From an optimization exercise on the open Yosys and OpenROAD flow, aimed at small area; shortcuts taken in it are not production practice.
Only simulation tests tie the RTL to the original design; equivalence was not proved.
No driver is modelled on the clock port, so clock power and skew are understated where the tree is cut down; a real chip needs a root buffer or a tree.
No activity file was given, so power comes from the tool's default toggle rates.

// spi_mtc
module spi_mtc (
    input             clk,
    input             rst,
    input             cmd0_valid,
    input      [31:0] cmd0_word,
    output            cmd0_ready,
    output            rsp0_valid,
    output     [31:0] rsp0_word,
    input             cmd1_valid,
    input      [31:0] cmd1_word,
    output            cmd1_ready,
    output            rsp1_valid,
    output     [31:0] rsp1_word,
    output            cs_rtc,
    output            cs_sns,
    output            cs_lcd,
    output            lcd_rs,
    output            spi_cpol,
    output            spi_cpha,
    output     [3:0]  spi_clksel,
    output            sh_start,
    output     [7:0]  sh_tx,
    input             sh_done,
    input      [7:0]  sh_rx,
    output            mem_en,
    output            mem_we,
    output     [7:0]  mem_addr,
    output     [7:0]  mem_wdata,
    input      [7:0]  mem_rdata
);
clock: 8.0 ns
lec_check: 0
abc_area: 0
cap_margin: 20
core_margin: 2
core_utilization: 65
place_density: 0.8
slew_margin: 20
standard.sh (not shown) runs the stock make flow with config.mk's settings and CLKGATE_MAP_FILE= SYNTH_SCRIPT=/design/flow/synth_recipe.tcl, a recipe that flattens the netlist after the stock synthesis.
==> flow/flow/run.sh <==
#!/bin/bash
# Standard ORFS layout with these changes:
#  - ports are buffered with the smallest buffer (buf_1)
#  - CTS inserts no dummy loads; extra CTS options come from flow/cts_extra
#  - after placement resizing, cells on paths with slack are sized down
#    (flow/recover.tcl)
# Each ORFS step keeps its own log under orfs/logs; make's output goes to
# orfs_make.log.
set -euo pipefail
W=$PWD
rm -rf "$W/scripts_abc"
cp -r "$FLOW_HOME/scripts" "$W/scripts_abc"
cp "$W/flow/abc.script" "$W/scripts_abc/abc_speed.script"
CTS="-sink_clustering_enable -repair_clock_nets -dont_use_dummy_load"
if [[ -f "$W/flow/cts_extra" ]]; then CTS="$CTS $(cat "$W/flow/cts_extra")"; fi
EXTRA=()
if [[ -f "$W/flow/make_extra" ]]; then read -r -a EXTRA < "$W/flow/make_extra"; fi
bash standard.sh \
  "SCRIPTS_DIR=$W/scripts_abc" \
  "BUFFER_PORTS_ARGS=-buffer_cell sky130_fd_sc_hd__buf_1" \
  "CTS_ARGS=$CTS" \
  "POST_RESIZE_TCL=$W/flow/recover.tcl" \
  "${EXTRA[@]}" \
  finish > orfs_make.log 2>&1
==> flow/flow/abc.script <==
strash
&get -n
&st
&syn2
&dch -f
&nf -R 1000 -p -a -F 8 -C 32
&put
topo
==> flow/flow/cts_extra <==
-buf_list sky130_fd_sc_hd__clkbuf_8
==> flow/flow/make_extra <==
SKIP_REPAIR_TIE_FANOUT=1
==> flow/flow/recover.tcl <==
# Downsize cells on paths with positive slack (area recovery).
repair_timing -recover_power 100
Change:
--- a/flow/flow/run.sh
+++ b/flow/flow/run.sh
@@ -16,2 +15,0 @@
-EXTRA=()
-if [[ -f "$W/flow/make_extra" ]]; then read -r -a EXTRA < "$W/flow/make_extra"; fi
@@ -23 +20,0 @@
-  "${EXTRA[@]}" \
CORE_UTILIZATION = 40   (was 65)
PLACE_DENSITY = 0.6   (was 0.8)
removed: flow/flow/make_extra
=>
- final cell count increases by a little under a tenth
- global-route usage decreases by 13 points
- area after synthesis stays the same
- setup slack is better by 0.040 ns

========
== build 13 ==
spi_mtc, a different RTL version from the one above (not shown whole).
Size in the first run: about 650 cells after synthesis, roughly 190 I/O pins, roughly 5500 sq um of cells after synthesis.
clock: 8.0 ns
lec_check: 0
abc_area: 0
cap_margin: 20
core_margin: 2
core_utilization: 40
place_density: 0.6
slew_margin: 20
==> flow/flow/run.sh <==
#!/bin/bash
# Standard ORFS layout with these changes:
#  - ports are buffered with the smallest buffer (buf_1)
#  - CTS inserts no dummy loads; extra CTS options come from flow/cts_extra;
#    with flow/clocktree.env present, flow/clocktree.tcl builds a small
#    balanced clock tree instead of TritonCTS
#  - extra make variables come from flow/make_extra
#  - after placement resizing, cells on paths with slack are sized down
#    (flow/recover.tcl)
# Each ORFS step keeps its own log under orfs/logs; make's output goes to
# orfs_make.log.
set -euo pipefail
W=$PWD
rm -rf "$W/scripts_abc"
cp -r "$FLOW_HOME/scripts" "$W/scripts_abc"
cp "$W/flow/abc.script" "$W/scripts_abc/abc_speed.script"
if [[ -f "$W/flow/clocktree.env" ]]; then
  # build the clock tree with flow/clocktree.tcl instead of TritonCTS
  set -a; source "$W/flow/clocktree.env"; set +a
  sed -i "s|^log_cmd clock_tree_synthesis {\*}\$cts_args|source $W/flow/clocktree.tcl|" "$W/scripts_abc/cts.tcl"
  grep -q "flow/clocktree.tcl" "$W/scripts_abc/cts.tcl"
fi
CTS="-sink_clustering_enable -repair_clock_nets -dont_use_dummy_load"
if [[ -f "$W/flow/cts_extra" ]]; then CTS="$CTS $(cat "$W/flow/cts_extra")"; fi
EXTRA=()
if [[ -f "$W/flow/make_extra" ]]; then read -r -a EXTRA < "$W/flow/make_extra"; fi
bash standard.sh \
  "SCRIPTS_DIR=$W/scripts_abc" \
  "BUFFER_PORTS_ARGS=-buffer_cell sky130_fd_sc_hd__buf_1" \
  "CTS_ARGS=$CTS" \
  "POST_RESIZE_TCL=$W/flow/recover.tcl" \
  "POST_CTS_TCL=$W/flow/recover.tcl" \
  "${EXTRA[@]}" \
  finish > orfs_make.log 2>&1
==> flow/flow/abc.script <==
strash
&get -n
&st
&b
&dc2
&dch -f
&nf -R 1000 -p -a -F 8 -C 32
&put
topo
Scripts as last shown in full above: flow/flow/cts_extra, flow/flow/recover.tcl
Other scripts of this flow, unchanged in this note and not shown: flow/flow/clocktree.env, flow/flow/clocktree.tcl, flow/flow/make_extra
Build 13 | stages: all done | timing, DRC, antenna: all pass
Inputs modified between build 13 and build 92:
diff --git a/flow/flow/run.sh b/flow/flow/run.sh
--- a/flow/flow/run.sh
+++ b/flow/flow/run.sh
@@ -30,5 +30,4 @@
   "CTS_ARGS=$CTS" \
   "POST_RESIZE_TCL=$W/flow/recover.tcl" \
-  "POST_CTS_TCL=$W/flow/recover.tcl" \
   "${EXTRA[@]}" \
   finish > orfs_make.log 2>&1
==> flow/flow/abc.script <==
strash
&get -n
&st
&syn2
&dch -f
&nf -R 1000 -p -a -F 8 -C 32
&put
topo
## What came out
Build 92 | stages: all done | timing, DRC, antenna: all pass
Build 92 supports a lower top clock frequency than build 13.
Summary: area after synthesis, build 92 worse than build 13
Compared with build 13, build 92 shows a setup slack that is 0.12 ns lower.
Relative to build 13, build 92 degrades first-pass GRT wire length.
Input changes introduced in build 69 (baseline for comparison: build 92):
- PLACE_DENSITY changed from 0.6 to 0.9
==> flow/flow/abc.script <==
strash
&get -n
&st
&b
&dc2
&dch -f
&nf -R 1000 -p -a -F 8 -C 32
&put
topo
[summary]
Sort build 92 and build 69 by antenna diode instance count asc -> top: build 69
Build 92 reports its class of the most critical setup path as reg -> reg while build 69 reports reg -> out.
The final worst-path setup slack in build 69 sits 0.24 ns above the value recorded for build 92.
The filler cell count of build 69 falls short of that of build 92 by 75.
Per the comparison of build 69 with build 92, critical path depth has decreased, clock skew now larger, simple-gate share of the synthesized area down 0.50 points.
Build 92 → build 69: die area went down; relative contribution of combinational cells to total power picked up an extra 8.5 points; post-route fraction of the period consumed by the critical path -3.0 points.
First-iteration DRC count: build 69 > build 92
Edits applied to the flow inputs when going from build 69 to build 93:
- changing PLACE_DENSITY from 0.9 to 0.6
Notes after the runs:
- Total power of the final layout: build 69 vs build 93, no meaningful difference
- Build 93 has completed all stages; timing, DRC and antenna checks passed.
- Number of buffers inserted for hold repair after clock tree synthesis: build 93 vs build 69 identical
- Of build 93 and build 69, the run reporting the lower global-route wire length before repair was build 69.
- Per the comparison of build 93 with build 69, all-layer global routing usage climbed 1.7 points; switching component of the power essentially unchanged.
- Comparing critical path depth for build 93 and build 69, the smaller number came from build 93.
No run of this note takes its clock network from TritonCTS; it comes from the design's own scripts or RTL.

========
Another version of the RTL of spi_mtc (not shown whole).
Size in the first run: about 690 cells after synthesis, roughly 87 flip-flops, ~190 I/O pins, ~5700 um2 of cells after synthesis.
==> flow/config.mk <==
export PLATFORM = sky130hd
export DESIGN_NAME = spi_mtc
export DESIGN_NICKNAME = spi_mtc
export VERILOG_FILES = /design/flow/design.v
export SDC_FILE = /design/flow/constraint.sdc
export NUM_CORES = 4
export LEC_CHECK = 0
export ABC_AREA = 0
export CAP_MARGIN = 20
export CORE_MARGIN = 2
export CORE_UTILIZATION = 40
export PLACE_DENSITY = 0.6
export SLEW_MARGIN = 20
==> flow/constraint.sdc <==
create_clock -name core_clock -period 8.0 [get_ports {clk}]
set_input_delay 1.6000 -clock core_clock [delete_from_list [all_inputs] [get_ports {clk}]]
set_output_delay 1.6000 -clock core_clock [all_outputs]
set_load 0.01 [all_outputs]
==> flow/flow/run.sh <==
#!/bin/bash
# Standard ORFS layout with these changes:
#  - ports are buffered with the smallest buffer (buf_1)
#  - CTS inserts no dummy loads; extra CTS options come from flow/cts_extra
#  - after placement resizing, cells on paths with slack are sized down
#    (flow/recover.tcl)
# Each ORFS step keeps its own log under orfs/logs; make's output goes to
# orfs_make.log.
set -euo pipefail
W=$PWD
rm -rf "$W/scripts_abc"
cp -r "$FLOW_HOME/scripts" "$W/scripts_abc"
cp "$W/flow/abc.script" "$W/scripts_abc/abc_speed.script"
CTS="-sink_clustering_enable -repair_clock_nets -dont_use_dummy_load"
if [[ -f "$W/flow/cts_extra" ]]; then CTS="$CTS $(cat "$W/flow/cts_extra")"; fi
bash standard.sh \
  "SCRIPTS_DIR=$W/scripts_abc" \
  "BUFFER_PORTS_ARGS=-buffer_cell sky130_fd_sc_hd__buf_1" \
  "CTS_ARGS=$CTS" \
  "POST_RESIZE_TCL=$W/flow/recover.tcl" \
  finish > orfs_make.log 2>&1
==> flow/flow/abc.script <==
strash
&get -n
&st
&syn2
&dch -f
&nf -R 1000 -p -a -F 8 -C 32
&put
topo
==> flow/flow/cts_extra <==
-buf_list {sky130_fd_sc_hd__clkbuf_4 sky130_fd_sc_hd__clkbuf_8} -sink_clustering_size 20
Scripts as last shown in full above: flow/flow/recover.tcl
Then changed:
==> flow/flow/abc.script (replaced) <==
strash
&get -n
&st
&syn2
&dch -f
&nf -R 1000 -p -a
&put
topo
==> flow/flow/cts_extra (replaced) <==
-buf_list sky130_fd_sc_hd__clkbuf_8 -sink_clustering_size 50 -sink_clustering_max_diameter 200
The changed run completed without violations.
Register-to-register slack is worse by 0.44 ns.
Sequential power went up by about 0.8%.
Via count came out lower by 1.7%.
Worst hold slack barely changes.
Worst setup slack got worse by 0.44 ns.
Core utilization hardly moves.
Cell count came out higher by 2.2%.
Flip-flop and latch count stays the same.

========
RTL: one of the versions met above, not the one the previous note started from.
Size: about 650 cells after synthesis, about 85 flip-flops, ~190 I/O pins, about 5500 um^2 of cells after synthesis.
Settings: LEC_CHECK=0, ABC_AREA=0, CAP_MARGIN=20, CORE_MARGIN=2, CORE_UTILIZATION=40, PLACE_DENSITY=0.9, SLEW_MARGIN=20; clock period 8.0 ns.
==> flow/flow/run.sh <==
#!/bin/bash
# Standard ORFS layout with these changes:
#  - ports are buffered with the smallest buffer (buf_1)
#  - CTS inserts no dummy loads; extra CTS options come from flow/cts_extra;
#    with flow/clocktree.env present, flow/clocktree.tcl builds a small
#    balanced clock tree instead of TritonCTS
#  - extra make variables come from flow/make_extra
#  - after placement resizing, cells on paths with slack are sized down
#    (flow/recover.tcl)
# Each ORFS step keeps its own log under orfs/logs; make's output goes to
# orfs_make.log.
set -euo pipefail
W=$PWD
rm -rf "$W/scripts_abc"
cp -r "$FLOW_HOME/scripts" "$W/scripts_abc"
cp "$W/flow/abc.script" "$W/scripts_abc/abc_speed.script"
if [[ -f "$W/flow/clocktree.env" ]]; then
  # build the clock tree with flow/clocktree.tcl instead of TritonCTS
  set -a; source "$W/flow/clocktree.env"; set +a
  sed -i "s|^log_cmd clock_tree_synthesis {\*}\$cts_args|source $W/flow/clocktree.tcl|" "$W/scripts_abc/cts.tcl"
  grep -q "flow/clocktree.tcl" "$W/scripts_abc/cts.tcl"
fi
CTS="-sink_clustering_enable -repair_clock_nets -dont_use_dummy_load"
if [[ -f "$W/flow/cts_extra" ]]; then CTS="$CTS $(cat "$W/flow/cts_extra")"; fi
EXTRA=()
if [[ -f "$W/flow/make_extra" ]]; then read -r -a EXTRA < "$W/flow/make_extra"; fi
bash standard.sh \
  "SCRIPTS_DIR=$W/scripts_abc" \
  "BUFFER_PORTS_ARGS=-buffer_cell sky130_fd_sc_hd__buf_1" \
  "CTS_ARGS=$CTS" \
  "POST_RESIZE_TCL=$W/flow/recover.tcl" \
  "${EXTRA[@]}" \
  finish > orfs_make.log 2>&1
==> flow/flow/clocktree.env <==
CT_GROUPS=5
CT_BUF=sky130_fd_sc_hd__clkbuf_8
CT_ROOT=sky130_fd_sc_hd__clkbuf_4
Scripts as last shown in full above: flow/flow/recover.tcl
Other scripts of this flow, unchanged in this note and not shown: flow/flow/abc.script, flow/flow/clocktree.tcl, flow/flow/cts_extra, flow/flow/make_extra
The starting point finished with timing, DRC and antenna clean.
==> next run, changes <==
--- a/flow/flow/run.sh
+++ b/flow/flow/run.sh
@@ -30,4 +30,5 @@
   "CTS_ARGS=$CTS" \
   "POST_RESIZE_TCL=$W/flow/recover.tcl" \
+  "POST_CTS_TCL=$W/flow/recover.tcl" \
   "${EXTRA[@]}" \
   finish > orfs_make.log 2>&1
==> flow/flow/clocktree.env (replaced) <==
CT_GROUPS=6
CT_BUF=sky130_fd_sc_hd__clkbuf_8
CT_ROOT=sky130_fd_sc_hd__clkbuf_4
GPL_TIMING_DRIVEN = 0   (was default)
PLACE_DENSITY = 0.6   (was 0.9)
Sequential cell count does not change.
Wire length went up by a few percent.
Total power increases slightly.
In every run of this note, the design's own scripts or RTL, not TritonCTS, make the clock network.

## static timing again, ports no longer ideal
Ports are ideal in the flow. The routed layouts listed here were re-timed in OpenROAD.
Step 1, drivers: a clkbuf_16 drives clk and a buf_2 each remaining input, both assumed.
Step 2 adds t to the input delays and takes it off the output delays; t is the mean of the earliest and latest rising clock arrival at the registers after step 1. Input paths then give back, and output paths get back, about the clock's delay inside the block.
Three values: ideal, step 1, step 2; two values: the first two.
| run | t, ns | slack for setup (ns) | latest minus earliest clock arrival (ns) | worst register clock-pin slew, ns | cell pins on the clock port's net |
|---|---|---|---|---|---|
| the first run of note 1 | 0.385 | 1.920 / 1.920 / 1.920 | 0.028 / 0.027 | 0.10 / 0.10 | 1 |
| the second run of note 1 | 0.416 | 1.960 / 1.923 / 2.022 | 0.040 / 0.040 | 0.10 / 0.10 | 1 |
| build 13 | 0.490 | 1.986 / 1.952 / 2.219 | 0.014 / 0.014 | 0.10 / 0.10 | 1 |
| build 92 | 0.494 | 1.871 / 1.871 / 1.871 | 0.010 / 0.011 | 0.10 / 0.10 | 1 |
| build 69 | 0.469 | 2.108 / 2.076 / 2.190 | 0.019 / 0.019 | 0.10 / 0.10 | 1 |
| build 93 | 0.490 | 1.998 / 1.964 / 2.183 | 0.016 / 0.016 | 0.10 / 0.10 | 1 |
| the first run of note 3 | 0.419 | 2.126 / 2.126 / 2.126 | 0.029 / 0.030 | 0.10 / 0.10 | 1 |
| the second run of note 3 | 0.414 | 1.691 / 1.691 / 1.691 | 0.041 / 0.041 | 0.10 / 0.10 | 1 |
| the first run of note 4 | 0.467 | 2.117 / 2.085 / 2.238 | 0.016 / 0.017 | 0.12 / 0.12 | 1 |
| the second run of note 4 | 0.495 | 1.679 / 1.643 / 2.049 | 0.025 / 0.024 | 0.11 / 0.11 | 1 |
After both steps every run listed still meets setup and hold.
